Context: an optimization exercise on an open-source flow, tuned for small area, a short achievable clock period and few clock cycles. The choices shown serve that exercise and are no tape-out recipe. Where RTL was checked, it was by simulation tests only, not by an equivalence proof against the original. Power is estimated from default activity; no workload was simulated.

==> job 1734: inputs <==
Design krobots_alu, start of the top module:
module krobots_alu (
    input  wire        clk,
    input  wire        rst,
    input  wire        in_valid,
    output wire        in_ready,
    input  wire [5:0]  in_op,
    input  wire [15:0] in_a,
    input  wire [15:0] in_b,
    input  wire [15:0] in_flags,
    output reg         out_valid,
    output reg  [15:0] out_result,
    output reg  [1:0]  out_dest,
    output reg         out_taken,
    output reg         out_fault
);
Settings: LEC_CHECK=0, CAP_MARGIN=20, CORE_MARGIN=2, CORE_UTILIZATION=40, SLEW_MARGIN=20; clock period 42.0 ns.
run.sh (not shown) runs the stock make flow with config.mk's settings and CLKGATE_MAP_FILE= SYNTH_SCRIPT=/design/flow/synth_recipe.tcl, a recipe that flattens the netlist after the stock synthesis.
==> job 2299 (differences from job 1734) <==
--- a/flow/design.v
+++ b/flow/design.v
@@ -24,15 +24,17 @@
     localparam DEST_NONE = 2'd0, DEST_A = 2'd1, DEST_FLAGS = 2'd2, DEST_CX = 2'd3;
     reg         rdy;
     reg         s_v;
     reg  [5:0]  s_op;
     reg  [15:0] s_a, s_b, s_f;
     reg         dv;         
+    reg         fx;         
     reg  [2:0]  dcnt;       
     reg         d_mod;      
-    reg         d_sa;       
+    reg         d_neg;      
+    reg         d_cd;       
     assign in_ready = rdy;
     wire acc      = in_valid & rdy;
     wire in_isdiv = (in_op[5:1] == 5'b00100);
     wire [5:0] o = s_op;
     wire op_add  = (o == OP_ADD);
     wire op_sub  = (o == OP_SUB);
@@ -53,24 +55,24 @@
     wire op_shr  = (o == OP_SHR);
     wire op_sar  = (o == OP_SAR);
     wire op_rol  = (o == OP_ROL);
     wire op_ror  = (o == OP_ROR);
     wire op_neg  = (o == OP_NEG);
     wire op_sh   = op_shl | op_shr | op_sar | op_rol | op_ror;
-    wire setup = ~dv & s_v & op_div;     
-    wire        d_nq  = d_sa ^ s_b[15];
-    wire [15:0] fin_v;                         
-    wire        fin_n = d_mod ? d_sa : d_nq;   
-    wire        xinv  = dv ? fin_n : (setup ? s_a[15] : (op_neg | op_not));
-    wire        ybsel = ~dv & ~setup & (op_add | op_sub | op_cmp);
-    wire        yinv  = ~dv & ~setup & (op_sub | op_cmp | op_dec | op_loop);
-    wire        cin   = dv ? fin_n : (setup ? s_a[15] : (op_sub | op_cmp | op_inc | op_neg));
-    wire [15:0] xsrc  = dv ? fin_v : s_a;
-    wire [15:0] ax    = xsrc ^ {16{xinv}};
-    wire [15:0] ay    = ({16{ybsel}} & s_b) ^ {16{yinv}};
-    wire [15:0] sum   = ax + ay + {15'd0, cin};
+    wire alu   = ~dv & ~fx;                 
+    wire setup = alu & s_v & op_div;        
+    wire mpy   = alu & op_mpy;
+    wire [15:0] m_ra, m_rb;
+    mul16lo u_mul (.a(s_a), .b(s_b), .ra(m_ra), .rb(m_rb));
+    wire        xinv  = fx | (setup ? s_a[15] : (op_neg | op_not));
+    wire        ybsel = alu & ~setup & (op_add | op_sub | op_cmp);
+    wire        yinv  = alu & ~setup & (op_sub | op_cmp | op_dec | op_loop);
+    wire        cin   = fx | (setup ? s_a[15] : (op_sub | op_cmp | op_inc | op_neg));
+    wire [15:0] ax    = (mpy ? m_ra : s_a) ^ {16{xinv & ~mpy}};
+    wire [15:0] ay    = mpy ? m_rb : (({16{ybsel}} & s_b) ^ {16{yinv}});
+    wire [15:0] sum   = ax + ay + {15'd0, cin & ~mpy};
     wire        sum_z = (sum == 16'd0);
     wire [15:0] a = s_a;
     wire [15:0] b = s_b;
     wire [15:0] a_or  = a | b;
     wire [15:0] a_and = a & b;
     reg  [15:0] lu;
@@ -86,23 +88,25 @@
         begin
             lzc16 = 5'd16;
             for (i = 0; i < 16; i = i + 1)
                 if (v[i]) lzc16 = 5'd15 - i[4:0];
         end
     endfunction
-    wire [4:0]  lza   = lzc16(sum);                        
-    wire [4:0]  lzb   = lzc16(s_b ^ {16{s_b[15]}});        
-    wire [5:0]  dlz   = {1'b0, lzb} - {1'b0, lza};
+    wire [4:0]  lza   = lzc16(s_a ^ {16{s_a[15]}});
+    wire [4:0]  lzb   = lzc16(s_b ^ {16{s_b[15]}});
+    wire [5:0]  dlz   = {1'b0, lzb} - {1'b0, lza} + {5'd0, s_a[15]};
     wire        bzero = (s_b == 16'd0);
     wire        qzero = dlz[5];                            
     wire [2:0]  m     = dlz[4] ? 3'd7 : dlz[3:1];          
     wire [3:0]  c     = s_b[3:0];
     wire        sh_r  = op_shr | op_sar | op_ror;
     wire [3:0]  amt   = setup ? {~m, 1'b0} : (sh_r ? (4'd0 - c) : c);
-    wire [31:0] rot_w = {sum, sum} << amt;
-    wire [15:0] rot   = rot_w[31:16];
+    wire [15:0] r1s   = amt[0] ? {sum[14:0], sum[15]}   : sum;
+    wire [15:0] r2s   = amt[1] ? {r1s[13:0], r1s[15:14]} : r1s;
+    wire [15:0] r3s   = amt[2] ? {r2s[11:0], r2s[15:12]} : r2s;
+    wire [15:0] rot   = amt[3] ? {r3s[7:0], r3s[15:8]}  : r3s;
     reg  [15:0] thr;                                       
     integer k;
     always @(*)
         for (k = 0; k < 16; k = k + 1)
             thr[k] = (k[3:0] >= amt);
     wire        keep_t  = setup | op_shl | op_rol | op_ror | (c == 4'd0);
@@ -113,26 +117,24 @@
     generate
         for (g = 0; g < 16; g = g + 1) begin : g_sh
             assign sh_out[g] = (thr[g] ? keep_t : keep_n) ? rot[g] : fill;
         end
     endgenerate
     wire [15:0] norm_r = rot & ~thr;                       
-    wire [16:0] yd = {1'b1, s_b ^ {16{~s_b[15]}}};
-    wire        cd = ~s_b[15];
+    wire [16:0] yd = {1'b1, s_b};
     wire [16:0] t1 = {out_result, s_a[15]};
-    wire [17:0] d1 = {1'b0, t1} + {1'b0, yd} + {17'd0, cd};
+    wire [17:0] d1 = {1'b0, t1} + {1'b0, yd} + {17'd0, d_cd};
     wire        q1 = d1[17];
     wire [15:0] r1 = q1 ? d1[15:0] : t1[15:0];
     wire [16:0] t2 = {r1, s_a[14]};
-    wire [17:0] d2 = {1'b0, t2} + {1'b0, yd} + {17'd0, cd};
+    wire [17:0] d2 = {1'b0, t2} + {1'b0, yd} + {17'd0, d_cd};
     wire        q2 = d2[17];
     wire [15:0] r2 = q2 ? d2[15:0] : t2[15:0];
     wire [15:0] xq = {s_a[13:0], q1, q2};
-    assign fin_v = d_mod ? r2 : xq;
-    wire [15:0] mpy_r;
-    mul16lo u_mul (.a(s_a), .b(s_b), .y(mpy_r));
+    wire [15:0] dres = d_mod ? r2 : xq;
+    wire        last = (dcnt == 3'd0);
     wire cmp_e = sum_z;
     wire cmp_l = (a[15] ^ b[15]) ? a[15] : sum[15];
     wire cmp_g = ~cmp_l & ~cmp_e;
     wire cmp_z = (a_or == 16'd0);
     wire tst_z = (a_and == 16'd0);
     wire tst_e = ((b & ~a) == 16'd0);
@@ -154,76 +156,79 @@
             OP_JNZ:  taken = ~fl_z;
             OP_JAE:  taken = fl_e | fl_g;
             OP_JBE:  taken = fl_e | fl_l;
             default: taken = 1'b0;
         endcase
     end
-    wire use_sum  = op_add | op_sub | op_inc | op_dec | op_neg | op_not | op_loop;
+    wire use_sum  = op_add | op_sub | op_inc | op_dec | op_neg | op_not | op_loop | op_mpy;
     wire use_lu   = op_or | op_and | op_xor | op_mov | op_do;
     wire use_flg  = op_cmp | op_test;
-    wire dest_a   = use_sum & ~op_loop | op_or | op_and | op_xor | op_mov | op_mpy | op_sh;
+    wire dest_a   = use_sum & ~op_loop | op_or | op_and | op_xor | op_mov | op_sh;
     wire dest_cx  = op_do | op_loop;
     wire [1:0] dest = use_flg ? DEST_FLAGS : {dest_cx, dest_a | dest_cx};
-    reg [15:0] res;
+    wire sel_sum = fx | (alu & ~setup & use_sum);
+    reg [15:0] res_o;
     always @(*) begin
-        if (use_sum)      res = sum;
-        else if (use_lu)  res = lu;
-        else if (use_flg) res = {s_f[15:4], flg};
-        else if (op_mpy)  res = mpy_r;
-        else if (op_sh)   res = sh_out;
-        else              res = 16'd0;
+        if (dv)           res_o = last ? dres : r2;
+        else if (setup)   res_o = bzero ? 16'd0 : (qzero ? (o[0] ? a : 16'd0) : norm_r);
+        else if (use_lu)  res_o = lu;
+        else if (use_flg) res_o = {s_f[15:4], flg};
+        else if (op_sh)   res_o = sh_out;
+        else              res_o = 16'd0;
     end
+    wire rdy_base = dv ? (last | ((dcnt == 3'd1) & ~d_neg)) :
+                    (bzero | qzero | ((m == 3'd0) & ~(o[0] ? s_a[15] : (s_a[15] ^ s_b[15]))));
     always @(posedge clk) begin
         s_op <= in_op;
         s_f  <= in_flags;
-        s_a  <= rdy ? in_a : (dv ? xq : sh_out);
-        if (rdy) s_b <= in_b;
+        s_a  <= rdy ? in_a : (dv ? ((last & d_neg) ? dres : xq) : sh_out);
+        if (rdy)
+            s_b <= in_b;
+        else if (setup)
+            s_b <= s_b ^ {16{~s_b[15]}};
         if (setup) begin
             d_mod <= o[0];
-            d_sa  <= s_a[15];
+            d_neg <= o[0] ? s_a[15] : (s_a[15] ^ s_b[15]);
+            d_cd  <= ~s_b[15];
             dcnt  <= m;
         end else begin
             dcnt  <= dcnt - 3'd1;
         end
+        out_result <= sel_sum ? sum : res_o;
         out_taken <= 1'b0;
         out_fault <= 1'b0;
-        if (dv) begin
-            out_result <= (dcnt == 3'd0) ? sum : r2;
-            out_dest   <= DEST_A;
-        end else if (setup) begin
-            out_result <= bzero ? 16'd0 : (qzero ? (o[0] ? a : 16'd0) : norm_r);
+        out_dest  <= DEST_A;
+        if (setup) begin
             out_dest   <= bzero ? DEST_NONE : DEST_A;
             out_fault  <= bzero;
-        end else begin
-            out_result <= res;
+        end else if (alu) begin
             out_dest   <= dest;
             out_taken  <= taken;
         end
+        rdy <= rst | (rdy ? ~(in_valid & in_isdiv) : rdy_base);
         if (rst) begin
-            rdy       <= 1'b1;
             s_v       <= 1'b0;
             dv        <= 1'b0;
+            fx        <= 1'b0;
             out_valid <= 1'b0;
         end else begin
             s_v <= acc;
+            fx  <= dv & last & d_neg;
             if (dv) begin
-                dv        <= (dcnt != 3'd0);
-                out_valid <= (dcnt == 3'd0);
-                rdy       <= (dcnt == 3'd1) | ((dcnt == 3'd0) & ~(acc & in_isdiv));
+                dv        <= ~last;
+                out_valid <= last & ~d_neg;
             end else if (setup) begin
                 dv        <= ~bzero & ~qzero;
                 out_valid <= bzero | qzero;
-                rdy       <= bzero | qzero | (m == 3'd0);
             end else begin
-                out_valid <= s_v;
-                rdy       <= ~(acc & in_isdiv);
+                out_valid <= s_v | fx;
             end
         end
     end
 endmodule
-module mul16lo(input [15:0] a, input [15:0] b, output [15:0] y);
+module mul16lo(input [15:0] a, input [15:0] b, output [15:0] ra, output [15:0] rb);
     wire pp0_0 = a[0] & b[0];
     wire pp0_1 = a[0] & b[1];
     wire pp0_2 = a[0] & b[2];
     wire pp0_3 = a[0] & b[3];
     wire pp0_4 = a[0] & b[4];
     wire pp0_5 = a[0] & b[5];
@@ -564,10 +569,9 @@
     wire fs102 = fs88 ^ fc71 ^ fc87;
     wire fc102 = (fs88 & fc71) | (fs88 & fc87) | (fc71 & fc87);
     wire fs103 = fs89 ^ fc73 ^ fc88;
     wire fc103 = (fs89 & fc73) | (fs89 & fc88) | (fc73 & fc88);
     wire fs104 = fs90 ^ fc75 ^ fc89;
     wire fc104 = (fs90 & fc75) | (fs90 & fc89) | (fc75 & fc89);
-    wire [15:0] ra = {fs104, fs103, fs102, fs101, fs100, fs99, fs98, fs97, fs96, fs95, fs94, fs93, fs92, hs91, pp0_1, pp0_0};
-    wire [15:0] rb = {fc103, fc102, fc101, fc100, fc99, fc98, fc97, fc96, fc95, fc94, fc93, fc92, hc91, pp2_0, pp1_0, 1'b0};
-    assign y = ra + rb;
+    assign ra = {fs104, fs103, fs102, fs101, fs100, fs99, fs98, fs97, fs96, fs95, fs94, fs93, fs92, hs91, pp0_1, pp0_0};
+    assign rb = {fc103, fc102, fc101, fc100, fc99, fc98, fc97, fc96, fc95, fc94, fc93, fc92, hc91, pp2_0, pp1_0, 1'b0};
 endmodule
==> comparison table <==
Combinational power: job 1734 567 uW; job 2299 353 uW
Standard cell area after detailed placement: job 1734 15,500 um^2; job 2299 15,600 um^2
Filler instances: job 1734 3,631; job 2299 3,645
Clock sink count: job 1734 83; job 2299 85
Relative slew slack: job 1734 23.4%; job 2299 17.7%
Max Used Layer: job 1734 met4; job 2299 met5
Number of optimization iterations in the first detailed-route pass: job 1734 6; job 2299 8
Req. time, crit path: job 1734 42.23 ns; job 2299 33.60 ns
Outcome: job 1734 no timing/DRC/antenna violations; job 2299 no timing/DRC/antenna violations
Maximum fanout along the worst path: job 1734 30; job 2299 4
Post-layout nets: job 1734 2,219; job 2299 2,224
GR Util met2: job 1734 46.1%; job 2299 47.3%
Vias per std cell: job 1734 6.22; job 2299 6.47
Footprint of the multi-input gates: job 1734 11,600 um^2; job 2299 11,500 um^2
Critical-path cell with the highest stage delay: job 1734 sky130_fd_sc_hd__o21ai_1; job 2299 sky130_fd_sc_hd__clkdlybuf4s50_1
Share of cell area taken by muxes after synthesis: job 1734 4.98%; job 2299 4.89%
Met3 Use GR: job 1734 5.98%; job 2299 7.98%
Most repeated cell in the gate-level netlist after synthesis: job 1734 sky130_fd_sc_hd__nor2_1; job 2299 sky130_fd_sc_hd__nand2_1
Leak Pwr: job 1734 0.00695 uW; job 2299 0.00678 uW
Total power density per cell area: job 1734 47.9 nW/um^2; job 2299 33.9 nW/um^2
Pin count of the biggest net entering global routing: job 1734 72; job 2299 53
Testbench counts of job 2299, summed over its fixed seeds: cycles 36,227.
The RTL of job 1734 was laid out without a check of its function.

-- static timing again, ports no longer ideal --
Ports are ideal in the flow. The routed layouts listed here were re-timed in OpenROAD.
Step 1, drivers: a clkbuf_16 drives clk and a buf_2 each remaining input, both assumed.
Step 2, shift: input delay + t, output delay - t, t = (earliest + latest rising clock arrival at the registers) / 2. This alone moves slack from input paths to output paths.
Slacks: ideal ports / drivers / drivers and shift; pairs: ideal ports / drivers.
| run | shift t [ns] | slack for setup (ns) | worst register clock-pin slew, ns | cell pins on the clock port's net |
|---|---|---|---|---|
| job 1734 | 0.413 | 27.273 / 27.273 / 27.273 | 0.08 / 0.08 | 1 |
| job 2299 | 0.418 | 32.239 / 32.185 / 32.090 | 0.08 / 0.08 | 1 |
After both steps setup and hold are still met in every run listed. The setup slack of job 2299, which loses most, moves by -0.054 ns with the drivers and by -0.149 ns with both steps.
